From an optimization exercise on the open Yosys and OpenROAD flow, aimed at small area; shortcuts taken in it are not production practice.
The RTL of this run was laid out without a check of its function.
No activity file was given, so power comes from the tool's default toggle rates.

### flow/flow/run.sh
#!/bin/bash
# The standard layout (standard.sh, unchanged synthesis and steps) with two
# settings of its own:
#  - port buffers: buf_1 instead of the default choice (every input and output
#    port still gets its own buffer);
#  - clock tree: clkbuf_8 buffers, no dummy loads.
# Each tool's output is in standard.log (and ORFS's per-step logs under orfs/logs).
set -o pipefail
export BUFFER_PORTS_ARGS="-buffer_cell sky130_fd_sc_hd__buf_1"
export CTS_ARGS="-sink_clustering_enable -repair_clock_nets -buf_list sky130_fd_sc_hd__clkbuf_8 -dont_use_dummy_load"
bash standard.sh > standard.log 2>&1
### flow/standard.sh
#!/bin/bash
# synth_recipe.tcl (not shown) runs the flow's synth.tcl, then flattens the netlist and writes it again
# the make line also repeats each setting of config.mk as NAME=value (left out here)
make -C /OpenROAD-flow-scripts/flow DESIGN_CONFIG=/design/flow/config.mk WORK_HOME=/design/flow/orfs CLKGATE_MAP_FILE= SYNTH_SCRIPT=/design/flow/synth_recipe.tcl "${@:-finish}"
### flow/config.mk
export PLATFORM = sky130hd
export DESIGN_NAME = hsv_cycle_core
export DESIGN_NICKNAME = hsv_cycle_core
export VERILOG_FILES = /design/flow/design.v
export SDC_FILE = /design/flow/constraint.sdc
export NUM_CORES = 4
export LEC_CHECK = 0
export CAP_MARGIN = 20
export CORE_MARGIN = 2
export CORE_UTILIZATION = 40
export CTS_BUF_LIST = sky130_fd_sc_hd__clkbuf_8
export SLEW_MARGIN = 20
### flow/constraint.sdc
create_clock -name core_clock -period 120.0 [get_ports {clk}]
set_input_delay 24.0000 -clock core_clock [delete_from_list [all_inputs] [get_ports {clk}]]
set_output_delay 24.0000 -clock core_clock [all_outputs]
set_load 0.01 [all_outputs]
### flow/design.v
module hsv_cycle_core (
    input  wire        clk,
    input  wire        rst,           
    input  wire        cmd_valid,
    output wire        cmd_ready,
    input  wire [63:0] cmd_data,
    output wire        rsp_valid,
    input  wire        rsp_ready,
    output wire [63:0] rsp_data,
    output wire        chw_valid,
    input  wire        chw_ready,
    output wire [17:0] chw_data
);
    localparam [3:0] S_IDLE = 4'd0;
    localparam [3:0] S_STEP = 4'd1;    
    localparam [3:0] S_FILL = 4'd2;    
    localparam [3:0] S_DIV  = 4'd3;    
    localparam [3:0] S_LD   = 4'd4;    
    localparam [3:0] S_MUL  = 4'd5;    
    localparam [3:0] S_D1   = 4'd6;    
    localparam [3:0] S_D2   = 4'd7;    
    localparam [3:0] S_RHO  = 4'd8;    
    localparam [3:0] S_DR   = 4'd9;    
    localparam [3:0] S_DQ   = 4'd10;   
    localparam [3:0] S_SH   = 4'd12;   
    localparam [3:0] S_ACC  = 4'd13;   
    localparam [3:0] S_CHW  = 4'd14;   
    localparam [3:0] S_RSP  = 4'd15;   
    reg [3:0]  st;
    reg [4:0]  cnt;
    reg [4:0]  ph;                
    reg [1:0]  ch;
    reg        wph;               
    reg        post;              
    reg [1:0]  code;
    reg        inited;
    reg [2:0]  err;               
    reg [31:0] seed;              
    reg [8:0]  hue;
    reg [2:0]  stepc;
    reg [2:0]  speed;
    reg [7:0]  sat;
    reg [7:0]  val;
    reg [31:0] P;
    reg [7:0]  r8;                
    reg [7:0]  C;
    reg [2:0]  region;
    reg [2:0]  S;
    reg        cy;
    reg [1:0]  kc;
    reg        bw;
    reg        clp;               
    wire [3:0] op      = cmd_data[63:60];
    wire       is_init = (op == 4'h1);
    wire       is_adv  = (op == 4'h2);
    wire       is_ns   = (op == 4'h3);
    wire       is_conv = (op == 4'h4);
    wire       is_clmp = (op == 4'h5);
    wire       is_rd   = (op == 4'h6);
    wire [3:0] n       = cmd_data[3:0];
    wire zA = ~|cmd_data[59:48];
    wire zB = ~|cmd_data[47:32];
    wire zC = ~|cmd_data[31:25];
    wire zD1 = ~|cmd_data[24:15];
    wire zD = zD1 & ~|cmd_data[14:4];
    wire zE = ~|cmd_data[3:0];
    reg illegal;
    always @(*) begin
        case (op)
            4'h1:       illegal = ~zA;
            4'h2, 4'h3: illegal = ~(zA & zB & zC & zD & zE);
            4'h4:       illegal = ~(zA & zB & zC);
            4'h5:       illegal = ~(zA & zB);
            4'h6:       illegal = ~(zA & zB & zC & zD) | (n[3] | (n[2] & n[1] & n[0]));
            default:    illegal = 1'b1;
        endcase
    end
    wire not_init = ~inited & (is_adv | is_ns | (is_rd & (n != 4'd0)));
    wire domain   = is_conv & cmd_data[24] &
                    (cmd_data[23] | (cmd_data[22] & cmd_data[21] & (cmd_data[20] | cmd_data[19])));
    wire       conv   = is_conv & ~post;        
    wire       adv    = is_adv | post;          
    wire [8:0] h_src  = conv ? cmd_data[24:16] : hue;
    wire [7:0] s_src  = conv ? cmd_data[15:8]  : sat;
    wire [7:0] v_src  = conv ? cmd_data[7:0]   : val;
    wire       s_zero = conv ? (cmd_data[15:8] == 8'd0) : (sat == 8'd0);
    wire [1:0] color = adv ? ch : {ch[0], ch[1]};    
    reg [1:0] src;
    always @(*) begin
        case ({color, region})
            {2'd0, 3'd0}: src = 2'd0;
            {2'd0, 3'd1}: src = 2'd2;
            {2'd0, 3'd2}: src = 2'd1;
            {2'd0, 3'd3}: src = 2'd1;
            {2'd0, 3'd4}: src = 2'd2;
            {2'd1, 3'd0}: src = 2'd2;
            {2'd1, 3'd1}: src = 2'd0;
            {2'd1, 3'd2}: src = 2'd0;
            {2'd1, 3'd3}: src = 2'd2;
            {2'd1, 3'd4}: src = 2'd1;
            {2'd1, 3'd5}: src = 2'd1;
            {2'd2, 3'd0}: src = 2'd1;
            {2'd2, 3'd1}: src = 2'd1;
            {2'd2, 3'd2}: src = 2'd2;
            {2'd2, 3'd3}: src = 2'd0;
            {2'd2, 3'd4}: src = 2'd0;
            {2'd2, 3'd5}: src = 2'd2;
            default:      src = 2'd0;    
        endcase
    end
    wire src_v  = s_zero | (src == 2'd0);
    wire src_p  = ~s_zero & (src == 2'd1);
    wire src_w  = ~src_v & ~src_p;
    wire kind_r = s_zero | (color == 2'd0);
    wire kind_g = ~kind_r & (color == 2'd1);
    wire kind_b = ~kind_r & ~kind_g;
    wire [3:0] hidx = ~cnt[3:0];                
    reg        hbit;
    always @(*) begin
        case (hidx)
            4'd0: hbit = h_src[0];
            4'd1: hbit = h_src[1];
            4'd2: hbit = h_src[2];
            4'd3: hbit = h_src[3];
            4'd4: hbit = h_src[4];
            4'd5: hbit = h_src[5];
            4'd6: hbit = h_src[6];
            4'd7: hbit = h_src[7];
            4'd8: hbit = h_src[8];
            default: hbit = 1'b0;
        endcase
    end
    wire       cbit = cmd_data[cnt];
    wire [5:0] rh   = ((st == S_DIV) && (cnt[3:0] == 4'd0)) ? 6'd0 : C[6:1];
    wire [6:0] rr   = {rh, hbit};
    wire       q60  = rr[6] | (rr[5] & rr[4] & rr[3] & rr[2]);     
    wire       in_ld  = (st == S_LD);
    wire       in_mul = (st == S_MUL);
    wire       in_d1  = (st == S_D1);
    wire       in_d2  = (st == S_D2);
    wire       do_rem = in_ld & src_w;
    wire       rd_hsv = is_rd & ((n[2:0] == 3'd2) | (n[2:0] == 3'd5) | (n[2:0] == 3'd6));
    wire       sel_s  = in_idle ? n[0] : in_ld ? ~src_v : (~src_p & ~wph);
    wire [7:0] A      = sel_s ? s_src : v_src;
    wire       gate_a = (in_ld & ~src_w) | (in_mul & C[0]) | (in_idle & is_rd & n[2]);
    wire [7:0] H      = P[31:24];   
    wire       in_div = (st == S_DIV);
    wire       in_idle = (st == S_IDLE);             
    wire [7:0] aa     = (in_div | do_rem) ? {rh, hbit & in_div, 1'b0} :
                        in_idle ? (is_rd & n[2] ? 8'd0 : hue[7:0]) :
                        (((in_mul & (cnt != 5'd0)) | in_d1 | in_d2) ? H : 8'd0);
    wire [7:0] bb     = in_div ? {q60, 3'b000, q60, 3'b000} :
                        in_d1  ? C :
                        do_rem ? {3'd0, C[7:3]} :
                        (gate_a ? A : 8'd0);
    wire       cin    = in_d1 | (in_d2 & cy) | (in_idle & ~is_rd & hstep);
    wire [8:0] asum   = {1'b0, aa} + {1'b0, bb} + {8'd0, cin};
    wire       inv_ld = in_ld ? (src_p | (src_w & ~region[0])) : (src_w & ~wph);
    wire [3:0] t     = cnt[3:0];
    wire       c255  = &C;
    wire       w12   = ~(t[3] & t[2] & (t[1] | t[0]));    
    wire       w13   = ~(t[3] & t[2] & t[1]);             
    wire       w2    = t[3] | t[2] | t[1];                
    wire       ta    = kind_g ? (C[3] & w12) : (C[2] & w13);
    wire       tb    = kind_g ? (C[7] & w2) : (C[1] & (t != 4'd15));
    wire       te    = kind_g ? (c255 & (t == 4'd2)) : (C[7] & w2);
    wire [1:0] kin   = (t == 4'd0) ? {1'b0, kind_g & c255} : kc;
    wire [2:0] xs    = {2'b0, ta} + {2'b0, tb} + {2'b0, te} + {1'b0, kin};
    wire       xb    = xs[0];
    wire       rho_t = ~t[3] & ~t[2] & ~(t[1] & t[0]) & S[t[1:0]];
    wire       bwin  = (t != 4'd0) & bw;
    wire       zb    = xb ^ rho_t ^ bwin;
    wire       zbw   = (~xb & (rho_t | bwin)) | (rho_t & bwin);
    wire       qm2   = w2 & P[30];
    wire       cqin  = (t != 4'd0) & cy;
    wire       qb    = zb ^ qm2 ^ cqin;
    wire       qcy   = (qb & qm2) | (cqin & (qb ^ qm2));
    wire       gbit  = is_init ? cbit : seed[0];
    wire       g3x   = is_init ? (cnt[0] ? cmd_data[31] : cmd_data[30]) : seed[30];
    wire       step_bit = ((cnt != 5'd0) & cy) ^ ((cnt[4:1] == 4'd0) & g3x) ^ ~(cnt[0] ^ cnt[2]);
    reg  [2:0] ucoef;
    always @(*) begin
        case (t[2:0])
            3'd0:    ucoef = 3'd4;
            3'd1:    ucoef = kind_g ? 3'd1 : 3'd4;
            3'd2:    ucoef = kind_g ? 3'd1 : 3'd3;
            default: ucoef = 3'd3;
        endcase
    end
    wire [2:0] sbase = (cnt == 5'd0) ? 3'd0 : S;
    wire [2:0] sadd  = (st == S_STEP) ? {2'b0, step_bit} : (C[0] ? ucoef : 3'd0);
    reg  [2:0] smod;
    always @(*) begin
        case ({sbase, sadd})
            {3'd0, 3'd0}, {3'd1, 3'd4}, {3'd2, 3'd3}, {3'd3, 3'd2}, {3'd4, 3'd1}: smod = 3'd0;
            {3'd0, 3'd1}, {3'd1, 3'd0}, {3'd2, 3'd4}, {3'd3, 3'd3}, {3'd4, 3'd2}: smod = 3'd3;
            {3'd0, 3'd2}, {3'd1, 3'd1}, {3'd2, 3'd0}, {3'd3, 3'd4}, {3'd4, 3'd3}: smod = 3'd1;
            {3'd0, 3'd3}, {3'd1, 3'd2}, {3'd2, 3'd1}, {3'd3, 3'd0}, {3'd4, 3'd4}: smod = 3'd4;
            default:                                                            smod = 3'd2;
        endcase
    end
    reg  [2:0] spd_new;    
    always @(*) begin
        case (S)
            3'd0: spd_new = 3'd1;
            3'd1: spd_new = 3'd2;
            3'd2: spd_new = 3'd3;
            3'd3: spd_new = 3'd4;
            default: spd_new = 3'd5;
        endcase
    end
    reg  [2:0] spd_nxt;    
    always @(*) begin
        case (smod)
            3'd0: spd_nxt = 3'd1;
            3'd1: spd_nxt = 3'd2;
            3'd2: spd_nxt = 3'd3;
            3'd3: spd_nxt = 3'd4;
            default: spd_nxt = 3'd5;
        endcase
    end
    wire       ovf   = ~(zC & zD1);             
    wire       lt3   = (cnt[4:2] == 3'd0) & ~(cnt[1] & cnt[0]);
    wire       lt4   = (cnt[4:2] == 3'd0);
    wire [3:0] status = {err, inited};
    reg        fbit;
    always @(*) begin
        fbit = 1'b0;
        if (code == 2'd0) begin
            if (is_clmp)
                fbit = (cnt[4] == 1'b0) & (cnt[3:0] != 4'd15) & (ovf | cbit);
            else if (is_ns)
                fbit = lt3 & spd_new[cnt[1:0]];
            else if (is_rd) begin
                case (n[2:0])
                    3'd0:    fbit = lt4 & status[cnt[1:0]];
                    3'd1:    fbit = seed[0];
                    3'd2:    fbit = (cnt[4:3] == 2'b00) ? C[0] : ((cnt[4:0] == 5'd8) & hue[8]);
                    3'd3:    fbit = lt3 & stepc[cnt[1:0]];
                    3'd4:    fbit = lt3 & speed[cnt[1:0]];
                    default: fbit = (cnt[4:3] == 2'd0) & C[0];
                endcase
            end
        end
    end
    reg  [2:0] sc_inc;
    always @(*) begin
        case (stepc)
            3'd0: sc_inc = 3'd1;
            3'd1: sc_inc = 3'd2;
            3'd2: sc_inc = 3'd3;
            3'd3: sc_inc = 3'd4;
            default: sc_inc = 3'd5;
        endcase
    end
    wire       hstep  = (sc_inc == speed);
    wire [8:0] hs_inc = {hue[8] ^ asum[8], asum[7:0]};
    wire       wrap   = hstep & (hue == 9'd359);
    wire       need_ph = is_init | is_ns | is_rd | (is_adv & wrap);
    reg        p_slot, p_all, p_b;
    always @(*) begin
        p_slot = 1'b0;
        p_all  = 1'b0;
        p_b    = 1'b0;
        case (st)
            S_FILL: begin p_all = 1'b1; p_b = fbit; end
            S_SH:   p_all = 1'b1;
            S_DR:   begin p_slot = 1'b1; p_b = C[1] & (t != 4'd15); end
            S_DQ:   begin p_slot = 1'b1; p_b = clp ? (t != 4'd15) : qb; end
            default: ;
        endcase
    end
    always @(posedge clk) begin
        if (in_mul) begin
            P[31:24] <= asum[8:1];
        end else if (p_slot | p_all) begin
            P[31]    <= p_b;
            P[30:16] <= P[31:17];
        end
        if (p_all)
            P[15:0]  <= P[16:1];
    end
    always @(posedge clk) begin
        seed <= {(st == S_STEP) ? step_bit : seed[0], seed[31:1]};
        ph   <= rst ? 5'd0 : ph + 5'd1;
    end
    wire last_ch = (ch == 2'd2);
    always @(posedge clk) begin
        begin
            cnt <= cnt + 5'd1;
            C   <= {C[0], C[7:1]};
            cy  <= (st == S_STEP) ? gbit : (st == S_DQ) ? qcy : asum[8];
            kc  <= xs[2:1];
            bw  <= zbw;
            case (st)
                S_IDLE: begin
                    cnt   <= 5'd0;
                    ch    <= 2'd0;
                    wph   <= 1'b0;
                    post  <= 1'b0;
                    if (cmd_valid && (!need_ph || ph == 5'd31)) begin
                        r8 <= 8'd0;
                        C  <= asum[7:0];             
                        if (illegal) begin
                            err[0] <= 1'b1;
                            code   <= 2'd1;
                            st     <= S_FILL;
                        end else if (not_init) begin
                            err[2] <= 1'b1;
                            code   <= 2'd3;
                            st     <= S_FILL;
                        end else if (domain) begin
                            err[1] <= 1'b1;
                            code   <= 2'd2;
                            st     <= S_FILL;
                        end else begin
                            code <= 2'd0;
                            if (is_init) begin
                                sat    <= cmd_data[47:40];
                                val    <= cmd_data[39:32];
                                hue    <= 9'd0;
                                stepc  <= 3'd0;
                                inited <= 1'b1;
                                st     <= S_STEP;
                            end else if (is_adv) begin
                                stepc <= hstep ? 3'd0 : sc_inc;
                                hue   <= wrap ? 9'd0 : hs_inc;
                                st    <= wrap ? S_STEP : S_ACC;
                            end else if (is_ns) begin
                                st <= S_STEP;
                            end else if (is_conv) begin
                                cnt <= 5'd0;
                                st  <= S_DIV;
                            end else begin
                                st <= S_FILL;
                            end
                        end
                    end
                end
                S_STEP: begin
                    S  <= smod;
                    if (cnt == 5'd31) begin
                        if (!is_ns)
                            speed <= spd_nxt;
                        st <= is_adv ? S_ACC : S_FILL;
                    end
                end
                S_FILL: begin
                    if (cnt == 5'd31)
                        st <= S_ACC;
                end
                S_DIV: begin
                    C      <= asum[7:0];
                    region <= {region[1:0], q60};
                    if (cnt == 5'd15) begin
                        cnt   <= 5'd0;
                        st    <= S_LD;
                    end
                end
                S_LD: begin
                    cnt   <= 5'd0;
                    begin
                        C <= asum[7:0] ^ {8{inv_ld}};
                        if (src_v && !post && ch == 2'd0) begin
                            r8  <= asum[7:0];
                            ch  <= 2'd1;
                            cnt <= 5'd0;
                            st  <= S_DIV;
                        end else
                            st <= src_v ? (kind_r ? S_DR : S_RHO) : S_MUL;
                    end
                end
                S_MUL: begin
                    C <= {asum[0], C[7:1]};
                    if (cnt == 5'd7)
                        st <= S_D1;
                end
                S_D1: begin
                    st <= S_D2;
                end
                S_D2: begin
                    C   <= asum[7:0] ^ {8{inv_ld}};
                    cnt <= 5'd0;
                    if (src_w && !wph) begin
                        wph <= 1'b1;
                        st  <= S_MUL;
                    end else if (!post && ch == 2'd0) begin
                        r8  <= asum[7:0];
                        ch  <= 2'd1;
                        wph <= 1'b0;
                        cnt <= 5'd0;
                        st  <= S_DIV;
                    end else begin
                        wph <= 1'b0;
                        st  <= kind_r ? S_DR : S_RHO;
                    end
                end
                S_RHO: begin
                    S <= smod;
                    if (cnt == 5'd0)    
                        clp <= kind_b & C[7] & C[6] & C[5] & (C[4] | C[3]);
                    if (cnt == 5'd7) begin
                        cnt <= 5'd0;
                        st  <= S_DQ;
                    end
                end
                S_DR: begin
                    if (cnt == 5'd15) begin
                        cnt <= 5'd0;
                        st  <= (!post && last_ch) ? S_ACC : S_SH;
                    end
                end
                S_DQ: begin
                    if (cnt == 5'd15) begin
                        cnt <= 5'd0;
                        st  <= (!post && last_ch) ? S_ACC : S_SH;
                    end
                end
                S_SH: begin
                    if (cnt == 5'd15) begin
                        cnt <= 5'd0;
                        if (post) begin
                            st <= wph ? S_RSP : S_CHW;
                        end else begin
                            ch  <= ch + 2'd1;
                            cnt <= 5'd0;
                            st  <= S_DIV;
                        end
                    end
                end
                S_ACC: begin
                    cnt  <= 5'd0;
                    ch   <= 2'd0;
                    post <= 1'b1;
                    st   <= (is_adv && code == 2'd0) ? S_DIV : S_RSP;
                end
                S_CHW: begin
                    cnt <= 5'd0;
                    wph <= 1'b0;
                    if (chw_ready) begin
                        if (last_ch) begin
                            wph <= 1'b1;
                            st  <= S_SH;
                        end else begin
                            ch  <= ch + 2'd1;
                            cnt <= 5'd0;
                            st  <= S_DIV;
                        end
                    end
                end
                S_RSP: begin
                    if (rsp_ready)
                        st <= S_IDLE;
                end
                default: st <= S_IDLE;
            endcase
        end
        if (rst) begin
            st     <= S_IDLE;
            inited <= 1'b0;
            err    <= 3'b000;
        end
    end
    assign cmd_ready = (st == S_ACC);
    assign rsp_valid = (st == S_RSP);
    assign rsp_data  = {2'b00, code, 13'd0, r8, r8[7:1], P};
    assign chw_data  = {ch, 1'b0, P[14:0]};                 
    assign chw_valid = (st == S_CHW);
endmodule
==> flow_metrics.env <==
export IMPL_grt_pass1_wl_mm=40.9
export IMPL_drive_gt1_share_pct=7.33
export IMPL_p_per_area_mw_per_mm2=23.9
export IMPL_synth_seq_area_share_pct=42.6
export IMPL_grt_pass1_vias=7010
export IMPL_total_power_uw=231
export IMPL_min_path_cells=0
export IMPL_finalSetupViolations=0
export IMPL_viasPerCell=5.99
export IMPL_async_flop_share_pct=0
export IMPL_worst_pin_slew_ps=1020
export IMPL_hold_path_startpoint="seed[14]"
export IMPL_finalHoldViolCount=0
export IMPL_drtIter0Drc=648
export IMPL_grt_start_max_net_pins=37
export IMPL_hp_class="flop to flop"
export IMPL_crit_path_frequent_cell="a21oi_1"
export IMPL_synth_seq_cells=146
export IMPL_hold_buffers=0
export IMPL_die_area_sq_mm=0.0233
export IMPL_pin_count=154
export IMPL_hpwl_mm=20.2
export IMPL_slowest_stage="or4b_1"
export IMPL_drt_pass1_iterations=6
export IMPL_r2r_cells=19
export IMPL_clock_path_buffers=2
export IMPL_relSlewSlack_pct=30.1
export IMPL_dp_cells=1259
export IMPL_final_antenna_net_count=0
export IMPL_status="timing/DRC/antenna clean"
export IMPL_vias=7642
export IMPL_synth_ff_type="edfxtp_1"
export IMPL_nets=1101
export IMPL_htreeDepth=4
export IMPL_start_util_pct=40.6
export IMPL_layout_cells_non_filler=1276
export IMPL_cts_tree="yes"
export IMPL_reg2reg_to="hue[8]"
export IMPL_ys_top_cells_by_count="102 x nor2_1, 84 x edfxtp_1, 63 x nand2_1"
export IMPL_yosysMostFrequentCell="nor2_1"
export IMPL_finalWirelength_mm=26.5
export IMPL_maxCapViolations=0
export IMPL_whs_endpoint="seed[13]"
export IMPL_final_util_pct=44.4
export IMPL_irDropWorstVdd_mv=0.00680
export IMPL_ctsResizeCount=0
export IMPL_startpoint_type="input port"
export IMPL_synthTopCellsByArea="edfxtp_1 29%, dfxtp_1 14%, nor2_1 4.3%"
export IMPL_cpPeakStageDelay_ps=680
export IMPL_netlist_area_sq_mm=0.00884
export IMPL_post_cts_buffers=0
export IMPL_finClkSkew_ps=24.2
export IMPL_rsz0062_at_grt="no"
export IMPL_overflow=0
export IMPL_numCtsBuffers=17
export IMPL_synth_edf_count=84
export IMPL_finalMaxSlewViolations=0
export IMPL_cp_required_ps=120170
export IMPL_arrival_ps=29470
export IMPL_synthCells=894
export IMPL_p_leak_nw=3.46
export IMPL_critical_path_class="input port to flop"
export IMPL_synth_cell_types=89
export IMPL_die_w_um=153
export IMPL_max_freq_mhz=34.1
export IMPL_cts_reportedPaths_clkPinSlew_ps=90
export IMPL_grt_usage_pct=22.6
export IMPL_diodes=0
export IMPL_port_buffers=137
export IMPL_antenna_found_initial=0
export IMPL_clock_sinks=146
export IMPL_routabilityCongestion=0.928
export IMPL_period_share_pct=24.4
export IMPL_yosysWarnings=1
export IMPL_fin_crit_ps=29300
export IMPL_drc_errors=0
export IMPL_fp_dieH_um=153
export IMPL_end_kind="flop"
export IMPL_yosys_area_top_type="edfxtp_1"
export IMPL_worstPathMaxFanout=13
export IMPL_area_growth_pct=9.16
export IMPL_design_core_area_sq_mm=0.0218
export IMPL_r2r_start="post"
export IMPL_wl_per_cell_um=20.7
export IMPL_finalSetupTns_ps=0
export IMPL_clk_latency_ps=450
export IMPL_cts_root_buf="clkbuf_8"
export IMPL_worst_r2r_setup_slack_ps=114420
export IMPL_rows=54
export IMPL_synth_area_per_cell_sq_um=9.89
export IMPL_path_cells="buf_1 > or4b_1 > a21oi_4 > a21oi_2 > a21bo_1 > or4b_4 > a32oi_4 > mux4_1 > a222oi_1 > fa_1 > inv_1 > fa_1 > a21o_1 > a21oi_1 > o21bai_1 > a21oi_1 > o21bai_1 > a21oi_1 > xor2_1 > nor2_1"
export IMPL_synth_top_area_share_pct=28.5
==> metal layers <==
metal	part of all wire (%)	GRT usage, %	vias to the layer above	routed length, um
met3	9.1	5.43	49	2420
li1	-	-	3514	-
met5	0	0	-	0
met2	44	33.9	444	11500
met1	45	32.1	3635	11800
met4	2.7	7.14	0	724
==> per-stage QoR <==
step | cell area (sq um) | setup slack [ps] | hold WS (ps)
finish | 9650 | 90700 | 310
global route | 9650 | 90290 | 323
CTS | 9650 | 90720 | 313
detailed placement | 9420 | 90280 | 312
global placement | 9420 | 90360 | 311
floorplan | 8900 | 91130 | 310
==> worst max path at each step <==
| stage | start | endpoint | slack, ps | cells past startpoint |
|---|---|---|---|---|
| finish | cmd_data[61] | hue[8] | 90700 | 20 |
| global route | cmd_data[61] | cy | 90290 | 21 |
| CTS | cmd_data[61] | hue[8] | 90720 | 20 |
| detailed placement | cmd_data[61] | hue[8] | 90280 | 20 |
| global placement | cmd_data[61] | hue[8] | 90360 | 20 |
| floorplan | cmd_data[63] | hue[8] | 91130 | 21 |
==> cell families (layout without fill, tap and decap cells) <==
family,count (synthesis),in the layout,share of synthesized area (%)
AO/OA/AOI/OAI,224,224,18.4
XOR/XNOR,19,19,1.88
adder cells (fa/ha/maj),34,34,5.24
buffers and inverters,128,215,7.26
flip-flops,146,146,42.6
multiplexers,40,40,7.29
other,1,16,0.0424
AND/OR/NAND/NOR,302,302,17.3
==> cells in the final DEF (no fill, tap or decap), drive strengths merged, types with 7 or more instances in the layout <==
master | netlist | final
a2111oi | 7 | 7
a211oi | 10 | 10
a21o | 9 | 9
a21oi | 39 | 39
a221o | 8 | 8
a222oi | 12 | 12
a22o | 7 | 7
a31oi | 14 | 14
buf | 46 | 155
clkbuf | 39 | 17
conb | 1 | 16
dfxtp | 62 | 62
edfxtp | 84 | 84
ha | 29 | 29
inv | 42 | 42
mux2 | 7 | 7
mux2i | 16 | 16
mux4 | 17 | 17
nand2 | 63 | 63
nand2b | 10 | 10
nand3 | 21 | 21
nand3b | 7 | 7
nand4 | 9 | 9
nor2 | 103 | 103
nor2b | 9 | 9
nor3 | 25 | 25
nor3b | 7 | 7
nor4 | 17 | 17
o21a | 8 | 8
o21ai | 46 | 46
xnor2 | 13 | 13
==> power by group <==
group / internal, mW / switching (mW) / total, mW
Sequential: 0.0702 / 0.0122 / 0.0824
Clock: 0.0125 / 0.0168 / 0.0292
Combinational: 0.0431 / 0.0759 / 0.119
Total: 0.126 / 0.105 / 0.231
==> registers in the layout, indices dropped and copies added, names as in the netlist, 3 cells and up <==
register / flops
C: 8
P: 32
S: 3
cnt: 5
err: 3
hue: 9
ph: 5
r8: 8
region: 3
sat: 8
seed: 32
speed: 3
st: 4
stepc: 3
val: 8
==> area by class of cell <==
type,count,area [sq um]
fillers,2172,12100
multi-input cells,635,4490
flip-flops and latches,146,3760
repair buffers,155,649
well taps,280,350
clock buffers,17,234
inverters,43,161
==> worst max-delay path: cells and delay by family <==
family                     cells  cell delay (ps)
AOI/OAI and AO/OA             11             2470
and+or+nand+nor                3             1260
adders and majority gates      2              660
buffers and inverters          2              510
muxes                          1              400
xor gates and xnor gates       1              170

## separate check: timing with driven ports
Ports are ideal in the flow. The routed layout listed here was re-timed in OpenROAD.
Step 1 assumes that a clkbuf_16 drives the clock port and a buf_2 every other input.
Step 2, shift: input delay + t, output delay - t, t = (earliest + latest rising clock arrival at the registers) / 2. This alone moves slack from input paths to output paths.
Slacks: ideal ports / drivers / drivers and shift; pairs: ideal ports / drivers.
shift t [ns]: 0.494
slack for setup (ns): 90.698 / 90.712 / 90.218
worst setup path at the end: input to register
latest minus earliest clock arrival (ns): 0.037 / 0.036
After both steps setup and hold are still met in this run. For this run, drivers alone change the setup slack by +0.014 ns; drivers and shift together by -0.480 ns.
